This is an optimization exercise on Yosys and OpenROAD, whose aim is small area, a short achievable clock period and few clock cycles per item, not a production implementation.
Only simulation tests tie the RTL to the original design; equivalence was not proved.

==> design/flow/design.v <==
module bptc19696 (
    input  wire         clk,
    input  wire         rst,           
    input  wire         start,
    input  wire         op,            
    input  wire [263:0] frame_in,      
    input  wire [95:0]  payload_in,    
    output wire         ready,
    output wire         done,
    output wire [263:0] frame_out,     
    output wire [95:0]  payload_out    
);
    function integer raw_bit(input integer i);
        begin
            if (i < 96)
                raw_bit = 8 * (i / 8) + 7 - (i % 8);
            else if (i == 96) raw_bit = 8 * 12 + 7;
            else if (i == 97) raw_bit = 8 * 12 + 6;
            else if (i == 98) raw_bit = 8 * 20 + 1;
            else if (i == 99) raw_bit = 8 * 20 + 0;
            else
                raw_bit = 8 * (21 + (i - 100) / 8) + 7 - ((i - 100) % 8);
        end
    endfunction
    function integer dint_bit(input integer a);
        begin
            dint_bit = raw_bit((a * 181) % 196);
        end
    endfunction
    function integer keep_bit(input integer j);
        begin
            if (j < 6)       keep_bit = 8 * 12 + j;
            else if (j < 62) keep_bit = 8 * 13 + (j - 6);
            else             keep_bit = 8 * 20 + 2 + (j - 62);
        end
    endfunction
    function integer is_pay(input integer a);
        begin
            if (a >= 4 && a <= 11)
                is_pay = 1;
            else if (a >= 16 && a <= 135 && (a - 1) % 15 <= 10)
                is_pay = 1;
            else
                is_pay = 0;
        end
    endfunction
    function integer pay_bit(input integer a);
        begin
            if (a <= 11)
                pay_bit = 8 * ((a - 4) / 8) + 7 - ((a - 4) % 8);
            else
                pay_bit = 8 * ((8 + 11 * ((a - 1) / 15 - 1) + (a - 1) % 15) / 8)
                        + 7 - ((8 + 11 * ((a - 1) / 15 - 1) + (a - 1) % 15) % 8);
        end
    endfunction
    function [3:0] h1393_parity(input [8:0] d);
        begin
            h1393_parity[0] = d[0] ^ d[1] ^ d[3] ^ d[5] ^ d[6];
            h1393_parity[1] = d[0] ^ d[1] ^ d[2] ^ d[4] ^ d[6] ^ d[7];
            h1393_parity[2] = d[0] ^ d[1] ^ d[2] ^ d[3] ^ d[5] ^ d[7] ^ d[8];
            h1393_parity[3] = d[0] ^ d[2] ^ d[4] ^ d[5] ^ d[8];
        end
    endfunction
    function [12:0] h1393_flip(input [3:0] s);
        begin
            case (s)
                4'h1: h1393_flip = 13'd1 << 9;
                4'h2: h1393_flip = 13'd1 << 10;
                4'h3: h1393_flip = 13'd1 << 6;
                4'h4: h1393_flip = 13'd1 << 11;
                4'h5: h1393_flip = 13'd1 << 3;
                4'h6: h1393_flip = 13'd1 << 7;
                4'h7: h1393_flip = 13'd1 << 1;
                4'h8: h1393_flip = 13'd1 << 12;
                4'hA: h1393_flip = 13'd1 << 4;
                4'hC: h1393_flip = 13'd1 << 8;
                4'hD: h1393_flip = 13'd1 << 5;
                4'hE: h1393_flip = 13'd1 << 2;
                4'hF: h1393_flip = 13'd1 << 0;
                default: h1393_flip = 13'd0;    
            endcase
        end
    endfunction
    function [3:0] h15113_parity(input [10:0] d);
        begin
            h15113_parity[0] = d[0] ^ d[1] ^ d[2] ^ d[3] ^ d[5] ^ d[7] ^ d[8];
            h15113_parity[1] = d[1] ^ d[2] ^ d[3] ^ d[4] ^ d[6] ^ d[8] ^ d[9];
            h15113_parity[2] = d[2] ^ d[3] ^ d[4] ^ d[5] ^ d[7] ^ d[9] ^ d[10];
            h15113_parity[3] = d[0] ^ d[1] ^ d[2] ^ d[4] ^ d[6] ^ d[7] ^ d[10];
        end
    endfunction
    function [14:0] h15113_flip(input [3:0] s);
        begin
            case (s)
                4'h1: h15113_flip = 15'd1 << 11;
                4'h2: h15113_flip = 15'd1 << 12;
                4'h3: h15113_flip = 15'd1 << 8;
                4'h4: h15113_flip = 15'd1 << 13;
                4'h5: h15113_flip = 15'd1 << 5;
                4'h6: h15113_flip = 15'd1 << 9;
                4'h7: h15113_flip = 15'd1 << 3;
                4'h8: h15113_flip = 15'd1 << 14;
                4'h9: h15113_flip = 15'd1 << 0;
                4'hA: h15113_flip = 15'd1 << 6;
                4'hB: h15113_flip = 15'd1 << 1;
                4'hC: h15113_flip = 15'd1 << 10;
                4'hD: h15113_flip = 15'd1 << 7;
                4'hE: h15113_flip = 15'd1 << 4;
                4'hF: h15113_flip = 15'd1 << 2;
                default: h15113_flip = 15'd0;
            endcase
        end
    endfunction
    reg [195:1] P;          
    reg [7:0]   kx;         
    reg         busy;       
    reg [2:0]   pass;       
    reg         done_r;     
    wire [195:0] Pz = {P, 1'b0};
    wire [195:0] colc;             
    wire [195:0] nxt;              
    wire [14:0]  col_fix;          
    wire [3:0]   colpar [0:14];    
    genvar gc, gr, gb;
    generate
        for (gc = 0; gc < 15; gc = gc + 1) begin : g_col
            wire [12:0] w;
            for (gb = 0; gb < 13; gb = gb + 1) begin : g_bit
                assign w[gb] = Pz[gc + 1 + 15 * gb];
            end
            wire [3:0]  par = h1393_parity(w[8:0]);
            wire [3:0]  syn = par ^ w[12:9];
            wire [12:0] flip = h1393_flip(syn);
            wire [12:0] cw = w ^ flip;
            assign colpar[gc]  = par;
            assign col_fix[gc] = |flip;
            for (gb = 0; gb < 13; gb = gb + 1) begin : g_wb
                assign colc[gc + 1 + 15 * gb] = cw[gb];
            end
        end
        assign colc[0] = 1'b0;
        for (gr = 0; gr < 9; gr = gr + 1) begin : g_row
            wire [14:0] w = colc[15 * gr + 1 +: 15];
            wire [3:0]  syn = h15113_parity(w[10:0]) ^ w[14:11];
            assign nxt[15 * gr + 1 +: 15] = w ^ h15113_flip(syn);
        end
        assign nxt[195:136] = colc[195:136];
        assign nxt[0] = 1'b0;
    endgenerate
    wire any_col_fix = |col_fix;
    wire finish = busy && (pass != 3'd1) && !any_col_fix;
    assign ready = !busy || finish;
    assign done  = done_r || finish;
    wire accept = start && ready;
    wire [195:0] enc_data;
    generate
        for (gb = 0; gb < 196; gb = gb + 1) begin : g_ed
            if (is_pay(gb) != 0) begin : g_p
                assign enc_data[gb] = payload_in[pay_bit(gb)];
            end else if (gb == 0 || gb >= 136 || (gb - 1) % 15 < 11) begin : g_z
                assign enc_data[gb] = 1'b0;
            end
        end
        for (gr = 0; gr < 9; gr = gr + 1) begin : g_rp
            assign enc_data[15 * gr + 12 +: 4] = h15113_parity(enc_data[15 * gr + 1 +: 11]);
        end
    endgenerate
    wire [195:1] load_value;
    generate
        for (gb = 1; gb < 196; gb = gb + 1) begin : g_ld
            if (gb >= 136) begin : g_keep
                assign load_value[gb] = op ? frame_in[keep_bit(gb - 136)] : frame_in[dint_bit(gb)];
            end else begin : g_mat
                assign load_value[gb] = op ? enc_data[gb] : frame_in[dint_bit(gb)];
            end
        end
    endgenerate
    always @(posedge clk) begin
        P <= accept ? load_value : nxt[195:1];
    end
    integer j;
    always @(posedge clk) begin
        for (j = 0; j < 8; j = j + 1)
            kx[j] <= frame_in[keep_bit(60 + j)];
    end
    always @(posedge clk) begin
        if (rst) begin
            busy   <= 1'b0;
            pass   <= 3'd1;
            done_r <= 1'b0;
        end else begin
            done_r <= 1'b0;
            if (accept) begin
                busy   <= !op;
                pass   <= 3'd1;
                done_r <= op;
            end else if (busy) begin
                if (finish || pass == 3'd5) begin
                    busy   <= 1'b0;
                    done_r <= !finish;
                end
                pass <= pass + 3'd1;
            end
        end
    end
    wire [195:0] E;
    generate
        for (gb = 0; gb < 196; gb = gb + 1) begin : g_e
            if (gb < 4) begin : g_z
                assign E[gb] = 1'b0;
            end else if (gb < 136) begin : g_p
                assign E[gb] = P[gb];
            end else begin : g_c
                assign E[gb] = colpar[(gb - 136) % 15][(gb - 136) / 15];
            end
        end
    endgenerate
    wire [67:0] kept = {kx, P[195:136]};
    generate
        for (gb = 0; gb < 196; gb = gb + 1) begin : g_fo
            assign frame_out[raw_bit((gb * 181) % 196)] = E[gb];
        end
        for (gb = 0; gb < 68; gb = gb + 1) begin : g_fk
            assign frame_out[keep_bit(gb)] = kept[gb];
        end
        for (gb = 4; gb < 136; gb = gb + 1) begin : g_po
            if (is_pay(gb) != 0) begin : g_p
                assign payload_out[pay_bit(gb)] = P[gb];
            end
        end
    endgenerate
endmodule
==> design/flow/run.sh <==
#!/bin/bash
# synth_recipe.tcl (not shown) runs the flow's synth.tcl, then flattens the netlist and writes it again
# the make line also repeats each setting of config.mk as NAME=value (left out here)
make -C /OpenROAD-flow-scripts/flow DESIGN_CONFIG=/design/flow/config.mk WORK_HOME=/design/flow/orfs CLKGATE_MAP_FILE= SYNTH_SCRIPT=/design/flow/synth_recipe.tcl finish
==> design/flow/config.mk <==
export PLATFORM = sky130hd
export DESIGN_NAME = bptc19696
export DESIGN_NICKNAME = bptc19696
export VERILOG_FILES = /design/flow/design.v
export SDC_FILE = /design/flow/constraint.sdc
export NUM_CORES = 4
export LEC_CHECK = 0
export CAP_MARGIN = 20
export CORE_MARGIN = 2
export CORE_UTILIZATION = 25
export SLEW_MARGIN = 20
==> design/flow/constraint.sdc <==
create_clock -name core_clock -period 10.0 [get_ports {clk}]
set_input_delay 2.0000 -clock core_clock [delete_from_list [all_inputs] [get_ports {clk}]]
set_output_delay 2.0000 -clock core_clock [all_outputs]
set_load 0.01 [all_outputs]
==> flow_summary.toml, run 1 <==
[worst_setup_path]
crit_type = "flop to output port"
crit_chain = "xnor3_1 > xnor2_2 > xnor2_1 > a21boi_0 > nand4bb_1 > nor4_1 > nand4_1 > nand2_1 > clkdlybuf4s50_1"
cp_slowest_cell = "xnor2_1"
startpoint_type = "flop"
cp_num_cells = 9
critPathTopFamily = "XOR/XNOR gates"
reg2reg_depth = 10
slowest_delay_ns = 0.77
crit_arrival_ns = 5.16
endpoint_kind = "output port"
crit_fanout = 13
required_ns = 8.00
crit_buf_inv = 1

[sta]
rsz0062_at_grt = "no"
tns_ns = 0
period_share_pct = 71.6
relSlewSlack_pct = 22.2
timing.hold.ws_ns = 0.512
fmax_mhz = 140
setup_viol = 0
worst-slew-pin-transition_ns = 1.16
slew_viol_final = 0
period_minus_slack_ns = 7.16
finalHoldViolations = 0
fin_skew_ns = 0.0241

[clock_network]
cts_tree = "built"
cts-htree-levels = 1
clkTransAtPathRegs_ns = 0.06
root_buffer = "clkbuf_16"
ctsResizeCount = 0
hold_buffers = 0
clock_latency_ns = 0.62
numCtsBuffers = 30
clock-sinks = 208
cts_setup_buffers = 0
clk_path_buf_depth = 3

[global_route]
grtUsageTotal_pct = 23.6
antenna_found_initial = 11
grt_pass1_wl_mm = 171
grt_start_max_net_pins = 136
grt-ovfl-total = 0
grt_pass1_vias = 21756

[layout]
drive_gt1_share_pct = 7.66
finish.utilization_pct = 32.7
final_common_cell = "clkdlybuf4s50_1"
area_growth_pct = 29.8
layout_common_cells = "clkdlybuf4s50_1 (719), xnor2_1 (461), xor2_1 (230)"
nets = 3554

[logic_synthesis]
syn_area_per_cell_sq_um = 8.96
netlist_area_sq_um = 25100
synthFlopType = "dfxtp_1"
synthArstFlopShare_pct = 0
ys_types = 76
ys_ff_latch = 208
yosys_warnings = 1
ys_seq_area_share_pct = 17.2
syn_inst = 2805
synth_edf_count = 15

[die]
dieArea_sq_um = 103000
start_util_pct = 25.2
die_h_um = 321
ioPinCount = 726
core_sq_um = 99900
num_rows = 116
die_w_um = 321

[outcome]
outcome = "complete, no violations"

[worst_hold_path]
min_path_cells = 2
hold_path_class = "flop to flop"

[place]
routabilityCongestion = 0.963
io_buffers = 720
dp_hpwl_mm = 107

[run]
drv_cap = 0

[drt]
viasPerCell = 4.94
drc_errors = 0
wl_per_cell_um = 28.2
drt_iter0_markers = 1802
postRouteAntennaNets = 0
first_pass_iters = 5
drt-total-wl_mm = 127
vias = 22320
==> stage by stage <==
stage | setup WS [ns] | std cells | instance area (sq um)
after CTS | 2.78 | 4510 | 32600
after floorplan | 5.12 | 2808 | 25100
after global routing | 2.63 | 4510 | 32600
after global placement | 3.59 | 4454 | 31600
final | 2.84 | 4514 | 32600
after detailed placement | 3.45 | 4454 | 31600
==> registers in the layout (all words and copies together) (netlist names), named ones only <==
register and flops:
P 180, busy 1, done_r 1, kx 8
pass 3
==> worst reg2reg max path, stage by stage, from the launching register on <==
cell     delay, ns
dfxtp_1       0.76
xor3_1        0.63
xor3_1        0.60
nor4b_1       0.85
xnor2_1       0.46
xnor3_1       0.47
xor2_1        0.33
xor2_1        0.55
nor3_1        0.16
xor2_1        0.17
o21ai_0       0.78
==> cells by family after synthesis <==
family,after synthesis,synth area share [%]
simple gates,703,14.2
other cells,1,0.0149
buf+inv,417,10.8
xor+xnor,857,38.7
compound gates,407,10.2
mux,210,8.84
fa+ha+maj,2,0.0996
flops,208,17.2
==> cells in the mapped netlist (9+ instances only) <==
cell	instances	area share, %
xnor2_1	463	16
buf_4	292	8.7
xor2_1	230	8.0
dfxtp_1	193	15
nand2_1	172	2.6
o21ai_0	140	2.8
nor2_1	130	1.9
mux2i_1	116	4.6
mux2_2	94	4.2
nor3_1	86	1.7
xnor3_1	86	7.7
a21oi_1	75	1.5
clkbuf_1	72	1.1
nand3_1	68	1.4
a211oi_1	62	1.9
xor3_1	52	4.9
nor2b_1	50	1.2
nand4_1	39	0.97
or3_1	35	0.87
buf_2	34	0.68
nor4_1	34	0.85
a31o_2	27	0.94
o31ai_1	25	0.75
o211ai_1	21	0.63
xnor2_2	16	1.0
edfxtp_1	15	1.8
inv_1	15	0.22
nand2b_1	15	0.37
and3_1	14	0.35
nor4b_1	10	0.35
a31oi_1	9	0.22
nand4b_1	9	0.31
==> final timing paths <==
path	startpoint	to	slack, ns
worst min register to register	pass[1]$_SDFFE_PP0P_	pass[1]$_SDFFE_PP0P_	0.51
worst max register to register	P[5]$_DFF_P_	P[1]$_DFF_P_	4.05
worst min-delay path	pass[1]$_SDFFE_PP0P_	pass[1]$_SDFFE_PP0P_	0.51
worst max-delay path	P[12]$_DFF_P_	ready	2.84
==> final cells by class <==
class,instances,area [sq um]
clock buffer,46,956
antenna,4,10.0
inverter,15,56.3
sequential,208,4310
tap,1298,1620
multi-input combinational,2183,18100
fill,10493,67200
clock inverter,10,51.3
timing repair buffer,750,7460
==> routing by layer <==
metal	vias up	global-route usage [%]	part of all wire, %
met5	-	0	0.053
met4	10	8.44	4.1
met3	165	5.63	8.7
met2	981	40.0	47
met1	10870	29.0	40
li1	10294	-	-
Testbench counts, summed over its fixed seeds: cycles 7,055, items 3,200.
==> inputs of run 2 (changes only) <==
--- a/design/flow/design.v
+++ b/design/flow/design.v
@@ -63,22 +63,19 @@
     endfunction
     function [12:0] h1393_flip(input [3:0] s);
         begin
-            case (s)
-                4'h1: h1393_flip = 13'd1 << 9;
-                4'h2: h1393_flip = 13'd1 << 10;
-                4'h3: h1393_flip = 13'd1 << 6;
-                4'h4: h1393_flip = 13'd1 << 11;
-                4'h5: h1393_flip = 13'd1 << 3;
-                4'h6: h1393_flip = 13'd1 << 7;
-                4'h7: h1393_flip = 13'd1 << 1;
-                4'h8: h1393_flip = 13'd1 << 12;
-                4'hA: h1393_flip = 13'd1 << 4;
-                4'hC: h1393_flip = 13'd1 << 8;
-                4'hD: h1393_flip = 13'd1 << 5;
-                4'hE: h1393_flip = 13'd1 << 2;
-                4'hF: h1393_flip = 13'd1 << 0;
-                default: h1393_flip = 13'd0;    
-            endcase
+            h1393_flip[0]  = (s == 4'hF);
+            h1393_flip[1]  = (s == 4'h7);
+            h1393_flip[2]  = (s == 4'hE);
+            h1393_flip[3]  = (s == 4'h5);
+            h1393_flip[4]  = (s == 4'hA);
+            h1393_flip[5]  = (s == 4'hD);
+            h1393_flip[6]  = (s == 4'h3);
+            h1393_flip[7]  = (s == 4'h6);
+            h1393_flip[8]  = (s == 4'hC);
+            h1393_flip[9]  = (s == 4'h1);
+            h1393_flip[10] = (s == 4'h2);
+            h1393_flip[11] = (s == 4'h4);
+            h1393_flip[12] = (s == 4'h8);
         end
     endfunction
     function [3:0] h15113_parity(input [10:0] d);
@@ -91,24 +88,21 @@
     endfunction
     function [14:0] h15113_flip(input [3:0] s);
         begin
-            case (s)
-                4'h1: h15113_flip = 15'd1 << 11;
-                4'h2: h15113_flip = 15'd1 << 12;
-                4'h3: h15113_flip = 15'd1 << 8;
-                4'h4: h15113_flip = 15'd1 << 13;
-                4'h5: h15113_flip = 15'd1 << 5;
-                4'h6: h15113_flip = 15'd1 << 9;
-                4'h7: h15113_flip = 15'd1 << 3;
-                4'h8: h15113_flip = 15'd1 << 14;
-                4'h9: h15113_flip = 15'd1 << 0;
-                4'hA: h15113_flip = 15'd1 << 6;
-                4'hB: h15113_flip = 15'd1 << 1;
-                4'hC: h15113_flip = 15'd1 << 10;
-                4'hD: h15113_flip = 15'd1 << 7;
-                4'hE: h15113_flip = 15'd1 << 4;
-                4'hF: h15113_flip = 15'd1 << 2;
-                default: h15113_flip = 15'd0;
-            endcase
+            h15113_flip[0]  = (s == 4'h9);
+            h15113_flip[1]  = (s == 4'hB);
+            h15113_flip[2]  = (s == 4'hF);
+            h15113_flip[3]  = (s == 4'h7);
+            h15113_flip[4]  = (s == 4'hE);
+            h15113_flip[5]  = (s == 4'h5);
+            h15113_flip[6]  = (s == 4'hA);
+            h15113_flip[7]  = (s == 4'hD);
+            h15113_flip[8]  = (s == 4'h3);
+            h15113_flip[9]  = (s == 4'h6);
+            h15113_flip[10] = (s == 4'hC);
+            h15113_flip[11] = (s == 4'h1);
+            h15113_flip[12] = (s == 4'h2);
+            h15113_flip[13] = (s == 4'h4);
+            h15113_flip[14] = (s == 4'h8);
         end
     endfunction
     reg [195:1] P;          
@@ -116,24 +110,27 @@
     reg         busy;       
     reg [2:0]   pass;       
     reg         done_r;     
+    reg [59:0]  S;          
     wire [195:0] Pz = {P, 1'b0};
     wire [195:0] colc;             
     wire [195:0] nxt;              
     wire [14:0]  col_fix;          
-    wire [3:0]   colpar [0:14];    
+    wire [195:1] P_next;           
+    wire [59:0]  S_next;           
     genvar gc, gr, gb;
     generate
         for (gc = 0; gc < 15; gc = gc + 1) begin : g_col
             wire [12:0] w;
+            wire [12:0] wn;
             for (gb = 0; gb < 13; gb = gb + 1) begin : g_bit
-                assign w[gb] = Pz[gc + 1 + 15 * gb];
-            end
-            wire [3:0]  par = h1393_parity(w[8:0]);
-            wire [3:0]  syn = par ^ w[12:9];
+                assign w[gb]  = Pz[gc + 1 + 15 * gb];
+                assign wn[gb] = P_next[gc + 1 + 15 * gb];
+            end
+            wire [3:0]  syn = S[4 * gc +: 4];
             wire [12:0] flip = h1393_flip(syn);
             wire [12:0] cw = w ^ flip;
-            assign colpar[gc]  = par;
             assign col_fix[gc] = |flip;
+            assign S_next[4 * gc +: 4] = h1393_parity(wn[8:0]) ^ wn[12:9];
             for (gb = 0; gb < 13; gb = gb + 1) begin : g_wb
                 assign colc[gc + 1 + 15 * gb] = cw[gb];
             end
@@ -175,8 +172,10 @@
             end
         end
     endgenerate
+    assign P_next = accept ? load_value : nxt[195:1];
     always @(posedge clk) begin
-        P <= accept ? load_value : nxt[195:1];
+        P <= P_next;
+        S <= S_next;
     end
     integer j;
     always @(posedge clk) begin
@@ -211,7 +210,7 @@
             end else if (gb < 136) begin : g_p
                 assign E[gb] = P[gb];
             end else begin : g_c
-                assign E[gb] = colpar[(gb - 136) % 15][(gb - 136) / 15];
+                assign E[gb] = S[4 * ((gb - 136) % 15) + (gb - 136) / 15] ^ P[gb];
             end
         end
     endgenerate
==> design/flow/flow/run.sh (new file) <==
#!/bin/bash
# Layout flow: the standard ORFS flow (standard synthesis unchanged), with
# one change in placement: the port buffers that ORFS inserts on every input
# and output are sky130_fd_sc_hd__buf_1 instead of the cell buffer_ports picks
# by default (clkdlybuf4s50_1, a slow delay cell).
# make's full output goes to flow_make.log in this folder; ORFS writes each
# tool's own log under orfs/logs/.
set -euo pipefail
bash standard.sh "BUFFER_PORTS_ARGS=-buffer_cell sky130_fd_sc_hd__buf_1" finish > flow_make.log 2>&1
==> design/flow/standard.sh (new file) <==
#!/bin/bash
# synth_recipe.tcl (not shown) runs the flow's synth.tcl, then flattens the netlist and writes it again
# the make line also repeats each setting of config.mk as NAME=value (left out here)
make -C /OpenROAD-flow-scripts/flow DESIGN_CONFIG=/design/flow/config.mk WORK_HOME=/design/flow/orfs CLKGATE_MAP_FILE= SYNTH_SCRIPT=/design/flow/synth_recipe.tcl "${@:-finish}"
--- a/design/flow/config.mk
+++ b/design/flow/config.mk
@@ -7,5 +7,6 @@
 export LEC_CHECK = 0
 export CAP_MARGIN = 20
 export CORE_MARGIN = 2
-export CORE_UTILIZATION = 25
+export CORE_UTILIZATION = 45
+export SETUP_SLACK_MARGIN = 5
 export SLEW_MARGIN = 20
removed: design/flow/run.sh
==> flow_summary.toml, run 2 <==
[logic_synthesis]
ys_seq_area_share_pct = 20.2
ys_ff_latch = 268
synthArstFlopShare_pct = 0
ys_types = 74
yosysTopAreaCellShare_pct = 20.5
yosys.cell_count.top_type = "xnor2_1"
syn_inst = 2927
syn_area_per_cell_sq_um = 9.09
synthFlopType = "dfxtp_1"
synthTopCellsByCount = "xnor2_1 (622), xor2_1 (344), buf_4 (305)"
synth_largest_area_cell = "xnor2_1"
netlist_area_sq_um = 26600
synthTopCellsByArea = "xnor2_1 (20%), dfxtp_1 (20%), xor2_1 (11%)"
yosys_warnings = 1
synth_edf_count = 0

[worst_setup_path]
startpoint_type = "flop"
r2r_slack_ns = 5.04
crit_arrival_ns = 3.04
crit_chain = "buf_4 > nor4b_2 > nor4_2 > and4_1 > a41oi_4 > inv_2 > buf_2"
critPathTopFamily = "simple AND/OR/NAND/NOR gates"
endpoint_kind = "output port"
crit_type = "flop to output port"
crit_buf_inv = 3
crit_fanout = 8
r2r-start = "S[14]$_DFF_P_"
cp-startpoint = "S[48]$_DFF_P_"
cp_slowest_cell = "nor4_2"
required_ns = 8.00
slowest_delay_ns = 0.71

[die]
core_sq_um = 58700
die_h_um = 247
dieArea_sq_um = 61100
die_w_um = 247
start_util_pct = 45.3
ioPinCount = 726
num_rows = 89

[worst_hold_path]
hold_start = "pass[1]$_SDFFE_PP0P_"
hold_path_class = "flop to flop"

[clock_network]
clock-sinks = 268
cts-htree-levels = 2
clock_latency_ns = 0.56
root_buffer = "clkbuf_16"
clkTransAtPathRegs_ns = 0.06
cts_tree = "built"
numCtsBuffers = 35
clk_path_buf_depth = 3

[layout]
drive_gt1_share_pct = 8.46
layout_common_cells = "buf_1 (717), xnor2_1 (616), xor2_1 (341)"
largestRegisters = "P (195), S (60), kx (8)"
nets = 3629
top_register = "P"
area_growth_pct = 8.80
largest_reg_flops = 195
num-fill-cells = 5770
final_area_sq_um = 28900
final_common_cell = "buf_1"

[sta]
tns_ns = 0
fmax_mhz = 198
slew_viol_final = 0
relSlewSlack_pct = 19.7
fin_skew_ns = 0.0186
finalHoldViolations = 0
rsz0062_at_grt = "no"
setup_viol = 0
period_minus_slack_ns = 5.04
worst-slew-pin-transition_ns = 1.20
timing.hold.ws_ns = 0.509
period_share_pct = 50.4

[drt]
postRouteAntennaNets = 0
vias = 22559
drt-total-wl_mm = 115
wl_per_cell_um = 28.2
viasPerCell = 5.55
drc_errors = 0
drt_iter0_markers = 2054
first_pass_iters = 5

[global_route]
grt_start_max_net_pins = 142
grt-ovfl-total = 0
grt_pass1_vias = 20644
grtUsageTotal_pct = 36.0
antenna_found_initial = 8
grt_pass1_wl_mm = 155

[place]
placed_area_sq_um = 27400
dp_hpwl_mm = 93.1
io_buffers = 720
routabilityCongestion = 0.980

[run]
drv_cap = 0

[outcome]
outcome = "complete, no violations"
[run 2: cell types whose count changed after synthesis, sizes merged, moves of 65 or more]
cell and delta:
mux2 -93, nand3 -65, xor2 +119, nand2 -93, o21ai -66, dfxtp +75, buf +90, xnor2 +166
[run 2: cells by family (layout without fill, tap and decap cells)]
kind of cell,count (synthesis),in the layout,share of synthesized area (%)
buffers and inverters,505,861,12.5
multiplexers,165,165,6.33
flip-flops,268,268,20.2
AO/OA/AOI/OAI,353,353,8.36
XOR/XNOR,1039,1039,37.3
adder cells (fa/ha/maj),2,2,0.0940
other,1,7,0.0141
AND/OR/NAND/NOR,594,595,15.3
[run 2: metal layers]
layer / vias to the layer above / wire, um / global-route usage, %
li1: 10419 / - / -
met1: 11000 / 48500 / 47.6
met2: 990 / 53100 / 58.8
met3: 140 / 8960 / 6.97
met4: 10 / 3930 / 11.5
met5: - / 54 / 0
[run 2: worst register-to-register path, cell delays in order, from the launching register on]
cell	delay, ns
dfxtp_1	0.55
nor4b_1	0.84
nor4_1	0.14
and4_1	0.29
a41oi_4	0.28
nand2b_4	0.49
buf_12	0.53
nor3b_1	0.28
a21oi_2	0.29
xor2_1	0.49
xnor3_1	0.52
xnor2_1	0.13
[run 2: layout make-up]
type / instances / area, sq um / area share [%]
Antenna cell: 3 / 7.51 / 0.0259
Multi-Input combinational cell: 2158 / 18200 / 62.9
Clock inverter: 12 / 161 / 0.558
Timing Repair Buffer: 755 / 3010 / 10.4
Inverter: 45 / 181 / 0.627
Sequential cell: 268 / 5440 / 18.8
Tap cell: 773 / 967 / 3.34
Clock buffer: 49 / 980 / 3.38
[run 2: worst paths after layout]
path | endpoint | cells after the start
worst max register to register | S[1]$_DFF_P_ | 11
worst min register to register | pass[1]$_SDFFE_PP0P_ | 2
worst max-delay path | ready | 7
worst min-delay path | pass[1]$_SDFFE_PP0P_ | 2
[run 2: stage by stage]
stage / std cells / worst slack (ns) / util (%)
finish: 4063 / 4.96 / 49.3
floorplan: 2930 / 5.17 / -
CTS: 4055 / 4.97 / 49.1
global placement: 3991 / 4.20 / 46.7
global route: 4061 / 4.99 / 49.3
detailed placement: 3991 / 4.21 / 46.7
[run 2: what timing repair did]
item	4_1_cts	5_1_grt
endpoints found under the setup margin	64	15
setup buffers	2	4
gates cloned	1	0
hold buffers	0	0
pin swaps	5	3
resized for setup	63	24
Testbench counts of run 2, summed over its fixed seeds: cycles 7,055, items 3,200.
==> inputs of run 3 (changes only) <==
--- a/design/flow/config.mk
+++ b/design/flow/config.mk
@@ -8,5 +8,7 @@
 export CAP_MARGIN = 20
 export CORE_MARGIN = 2
 export CORE_UTILIZATION = 45
+export CTS_CLUSTER_DIAMETER = 120
+export CTS_CLUSTER_SIZE = 20
 export SETUP_SLACK_MARGIN = 5
 export SLEW_MARGIN = 20
==> flow_summary.toml, run 3 <==
[outcome]
outcome = "complete, no violations"

[drt]
viasPerCell = 5.58
drt_iter0_markers = 2154
drc_errors = 0
first_pass_iters = 5
postRouteAntennaNets = 0
drt-total-wl_mm = 114
vias = 22433
wl_per_cell_um = 28.3

[layout]
top_register = "P"
area_growth_pct = 6.27
final_area_sq_um = 28300
final_common_cell = "buf_1"
layout_common_cells = "buf_1 (717), xnor2_1 (615), xor2_1 (341)"
layout.cells.non_filler = 4022
largestRegisters = "P (195), S (60), kx (8)"
nets = 3608
largest_reg_flops = 195
num-fill-cells = 5835
drive_gt1_share_pct = 7.52

[global_route]
grt-ovfl-total = 0
grt_pass1_vias = 20383
grt_start_max_net_pins = 142
grtUsageTotal_pct = 35.7
grt_pass1_wl_mm = 154
antenna_found_initial = 13

[logic_synthesis]
yosysTopAreaCellShare_pct = 20.5
syn_inst = 2927
syn_area_per_cell_sq_um = 9.09
synthFlopType = "dfxtp_1"
yosys_warnings = 1
yosys.cell_count.top_type = "xnor2_1"
netlist_area_sq_um = 26600
synthArstFlopShare_pct = 0
synth_edf_count = 0
synthTopCellsByArea = "xnor2_1 (20%), dfxtp_1 (20%), xor2_1 (11%)"
synthTopCellsByCount = "xnor2_1 (622), xor2_1 (344), buf_4 (305)"
synth_largest_area_cell = "xnor2_1"
ys_seq_area_share_pct = 20.2
ys_types = 74
ys_ff_latch = 268

[place]
dp_cells = 3991
io_buffers = 720
routabilityCongestion = 0.980
dp_hpwl_mm = 93.1
placed_area_sq_um = 27400

[worst_setup_path]
crit_chain = "buf_4 > nor4b_2 > nor4_2 > and4_1 > a41oi_4 > inv_2 > buf_2"
startpoint_type = "flop"
r2r-start = "S[6]$_DFF_P_"
crit_arrival_ns = 2.97
crit_fanout = 8
reg2reg_depth = 11
endpoint_kind = "output port"
crit_type = "flop to output port"
cp_slowest_cell = "nor4_2"
required_ns = 8.00
slowest_delay_ns = 0.66
cp-startpoint = "S[48]$_DFF_P_"

[sta]
tns_ns = 0
slew_viol_final = 0
period_minus_slack_ns = 4.97
rsz0062_at_grt = "yes"
fmax_mhz = 201
relSlewSlack_pct = 21.9
fin_skew_ns = 0.0280
setup_viol = 0
timing.hold.ws_ns = 0.514
worst-slew-pin-transition_ns = 1.16
period_share_pct = 49.7
finalHoldViolations = 0

[clock_network]
cts_tree = "built"
numCtsBuffers = 17
root_buffer = "clkbuf_16"
clk_path_buf_depth = 3
clkTransAtPathRegs_ns = 0.09
cts-htree-levels = 1
clock_latency_ns = 0.56
clock-sinks = 268

[die]
start_util_pct = 45.3
die_w_um = 247
core_sq_um = 58700
ioPinCount = 726
die_h_um = 247
num_rows = 89
dieArea_sq_um = 61100

[worst_hold_path]
min_path_cells = 2
hold_start = "pass[1]$_SDFFE_PP0P_"
hold_path_class = "flop to flop"

[run]
drv_cap = 0
==> run 3: metrics by stage <==
stage                     utilization [%]  setup WS (ns)
final                                48.2           5.03
after global routing                 48.2           4.99
after CTS                            47.9           5.00
after detailed placement             46.7           4.21
after global placement               46.7           4.20
after floorplan                         -           5.17
==> run 3: logic make-up after synthesis <==
logic type | after synthesis | share of synthesized area (%)
compound gates | 353 | 8.36
other cells | 1 | 0.0141
xor+xnor | 1039 | 37.3
flops | 268 | 20.2
buf+inv | 505 | 12.5
fa+ha+maj | 2 | 0.0940
mux | 165 | 6.33
simple gates | 594 | 15.3
==> run 3: worst paths after layout <==
| kind | slack [ns] | end |
|---|---|---|
| min reg2reg | 0.51 | pass[1]$_SDFFE_PP0P_ |
| max | 5.03 | ready |
| max reg2reg | 5.05 | S[1]$_DFF_P_ |
| min | 0.51 | pass[1]$_SDFFE_PP0P_ |
==> run 3: critical path, delay by kind of cell, from the launching register on <==
kind | cells | cell delay [ns]
simple gates | 3 | 1.19
compound gates | 1 | 0.17
flops | 1 | 0.55
buf+inv | 3 | 0.52
==> run 3: layout make-up <==
| type | count | area (sq um) | share of cell area, % |
|---|---|---|---|
| clock buffers | 18 | 429 | 1.52 |
| diodes | 6 | 15.0 | 0.0531 |
| multi-input cells | 2158 | 18200 | 64.4 |
| inverters | 45 | 181 | 0.642 |
| clock inverters | 2 | 38.8 | 0.137 |
| flip-flops and latches | 268 | 5430 | 19.2 |
| repair buffers | 752 | 2990 | 10.6 |
| well taps | 773 | 967 | 3.42 |
==> run 3: layer usage <==
| metal | vias up | part of all wire (%) | routed length [um] | track usage (%) |
|---|---|---|---|---|
| met5 | - | 0.050 | 57 | 0 |
| met4 | 10 | 3.2 | 3660 | 10.2 |
| met3 | 127 | 8.2 | 9300 | 6.29 |
| met2 | 1013 | 46 | 52900 | 58.7 |
| met1 | 10950 | 42 | 48100 | 47.6 |
| li1 | 10333 | - | - | - |
==> run 3: timing repair <==
| item | 4_1_cts | 5_1_grt |
|---|---|---|
| gates cloned | 1 | 0 |
| buffers inserted | 2 | 1 |
| hold buffers | 0 | 0 |
| gates resized for setup | 58 | 27 |
| setup endpoints to repair | 64 | 15 |
| pin swaps | 5 | 3 |
==> inputs of run 4 (changes only) <==
==> design/flow/run.sh (new file) <==
#!/bin/bash
# synth_recipe.tcl (not shown) runs the flow's synth.tcl, then flattens the netlist and writes it again
# the make line also repeats each setting of config.mk as NAME=value (left out here)
make -C /OpenROAD-flow-scripts/flow DESIGN_CONFIG=/design/flow/config.mk WORK_HOME=/design/flow/orfs CLKGATE_MAP_FILE= SYNTH_SCRIPT=/design/flow/synth_recipe.tcl finish
removed: design/flow/flow/run.sh
removed: design/flow/standard.sh
==> flow_summary.toml, run 4 <==
[sta]
period_minus_slack_ns = 5.03
rsz0062_at_grt = "yes"
finalHoldViolations = 0
slew_viol_final = 0
setup_ws_ns = 4.97
tns_ns = 0
relSlewSlack_pct = 17.5
setup_viol = 0
fin_skew_ns = 0.0402
period_share_pct = 50.3
timing.hold.ws_ns = 0.529
fmax_mhz = 199
worst-slew-pin-transition_ns = 1.23

[worst_setup_path]
crit_fanout = 4
startpoint_type = "flop"
endpoint_kind = "output port"
crit_arrival_ns = 3.03
crit_type = "flop to output port"
required_ns = 8.00

[global_route]
grt_start_max_net_pins = 163
grtUsageTotal_pct = 36.7
grt-ovfl-total = 0
grt_pass1_wl_mm = 160
grt_pass1_vias = 21826
antenna_found_initial = 10

[drt]
drt_iter0_markers = 1868
postRouteAntennaNets = 0
wl_per_cell_um = 29.0
first_pass_iters = 6
vias = 22732
viasPerCell = 5.64
drc_errors = 0
drt-total-wl_mm = 117

[layout]
layout_common_cells = "clkdlybuf4s50_1 (717), xnor2_1 (616), xor2_1 (341)"
multi_input_comb_area_sq_um = 18200
regArea_sq_um = 5450
largestRegisters = "P (195), S (60), kx (8)"
final_common_cell = "clkdlybuf4s50_1"
nets = 3614
largest_reg_flops = 195
num-fill-cells = 5321
drive_gt1_share_pct = 8.02
final_area_sq_um = 32900
top_register = "P"
area_growth_pct = 23.5

[clock_network]
clk_path_buf_depth = 3
cts_tree = "built"
clock-sinks = 268
clkTransAtPathRegs_ns = 0.10
root_buffer = "clkbuf_16"
cts-htree-levels = 1
numCtsBuffers = 18
clock_latency_ns = 0.55

[die]
die_w_um = 247
dieArea_sq_um = 61100
die_h_um = 247
ioPinCount = 726
num_rows = 89
start_util_pct = 45.3
core_sq_um = 58700

[logic_synthesis]
ys_seq_area_share_pct = 20.2
synthArstFlopShare_pct = 0
ys_types = 74
synth_edf_count = 0
syn_area_per_cell_sq_um = 9.09
syn_inst = 2927
yosys.cell_count.top_type = "xnor2_1"
yosysTopAreaCellShare_pct = 20.5
synthTopCellsByCount = "xnor2_1 (622), xor2_1 (344), buf_4 (305)"
netlist_area_sq_um = 26600
synth_largest_area_cell = "xnor2_1"
yosys_warnings = 1
synthFlopType = "dfxtp_1"
synthTopCellsByArea = "xnor2_1 (20%), dfxtp_1 (20%), xor2_1 (11%)"
ys_ff_latch = 268

[worst_hold_path]
hold_path_class = "flop to flop"

[place]
placed_area_sq_um = 31900
dp_hpwl_mm = 96.4
dp_slack_ns = 4.37
routabilityCongestion = 0.961
io_buffers = 720

[outcome]
outcome = "complete, no violations"

[run]
drv_cap = 0
==> run 4: critical path: stages, from the launching register on <==
cell and delay (ns):
dfxtp_4 0.37, or2_2 0.35, a221oi_4 0.28, nand4_1 0.38, nor4_4 0.51, a41oi_2 0.22
inv_2 0.11, clkdlybuf4s15_2 0.26
==> run 4: cell type report <==
cell class	instances	area share, %
Sequential cell	268	16.6
Timing Repair Buffer	758	22.9
Clock inverter	5	0.194
Multi-Input combinational cell	2157	55.3
Inverter	45	0.552
Tap cell	773	2.94
Clock buffer	20	1.46
Antenna cell	5	0.0381
==> run 4: kinds of logic (layout without fill, tap and decap cells) <==
group,Yosys count,after routing,share of synthesized area (%)
DFF,268,268,20.2
muxes,165,165,6.33
AOI/OAI and AO/OA,353,353,8.36
adders and majority gates,2,2,0.0940
other,1,9,0.0141
xor gates and xnor gates,1039,1039,37.3
and+or+nand+nor,594,594,15.3
buffers and inverters,505,828,12.5
==> run 4: what timing repair did <==
item                                    CTS  global route
hold buffers                              0             0
endpoints found under the setup margin   46            16
resized for setup                        69            33
gates cloned                              0             0
pin swaps                                 5             4
buffers inserted                          1            13
==> run 4: routing by layer <==
layer,vias up,global-route usage (%),part of all wire [%]
li1,10360,-,-
met1,11146,47.4,41
met2,1061,60.6,47
met3,163,6.21,8.2
met4,2,14.3,4.3
met5,-,0,0.010
==> run 4: worst paths after layout <==
check | from | endpoint | slack [ns] | cells after the start
hold reg to reg | pass[1]$_SDFFE_PP0P_ | pass[1]$_SDFFE_PP0P_ | 0.53 | 2
hold / removal | pass[1]$_SDFFE_PP0P_ | pass[1]$_SDFFE_PP0P_ | 0.53 | 2
setup / recovery | S[29]$_DFF_P_ | ready | 4.97 | 7
setup reg to reg | S[29]$_DFF_P_ | S[1]$_DFF_P_ | 5.18 | 12
==> run 4: metrics by stage <==
| stage | util (%) | std cells |
|---|---|---|
| after global placement | 54.3 | 3986 |
| after CTS | 55.6 | 4012 |
| after floorplan | - | 2930 |
| final | 56.0 | 4031 |
| after detailed placement | 54.3 | 3986 |
| after global routing | 56.0 | 4029 |

[re-timing with driven ports]
No port has a modelled driver above. Below, the same layouts with a new extraction and two added sets of constraints. Step 1, drivers: a clkbuf_16 drives clk and a buf_2 each remaining input, both assumed. Step 2 times the ports against the registers' clock, not the clock port: input delays grow and output delays shrink by t, the midpoint of the rising clock arrivals with the driver on. Three values: no drivers, after step 1, after step 2; two values: the first two.
| run | t (ns) | slack for setup (ns) | worst hold slack (ns) | worst setup path at the end | slew at the worst register clock pin (ns) |
|---|---|---|---|---|---|
| run 1 | 0.675 | 2.838 / 2.768 / 3.443 | 0.512 / 0.512 / 0.512 | register to output | 0.06 / 0.06 |
| run 2 | 0.621 | 4.962 / 4.896 / 4.689 | 0.509 / 0.509 / 0.509 | input to register | 0.07 / 0.07 |
| run 3 | 0.607 | 5.027 / 4.961 / 4.748 | 0.514 / 0.514 / 0.514 | input to register | 0.11 / 0.11 |
| run 4 | 0.595 | 4.973 / 4.910 / 4.585 | 0.529 / 0.529 / 0.529 | input to register | 0.11 / 0.11 |
After both steps every run listed still meets setup and hold. The setup slack of run 4, which loses most, moves by -0.063 ns with the drivers and by -0.388 ns with both steps.
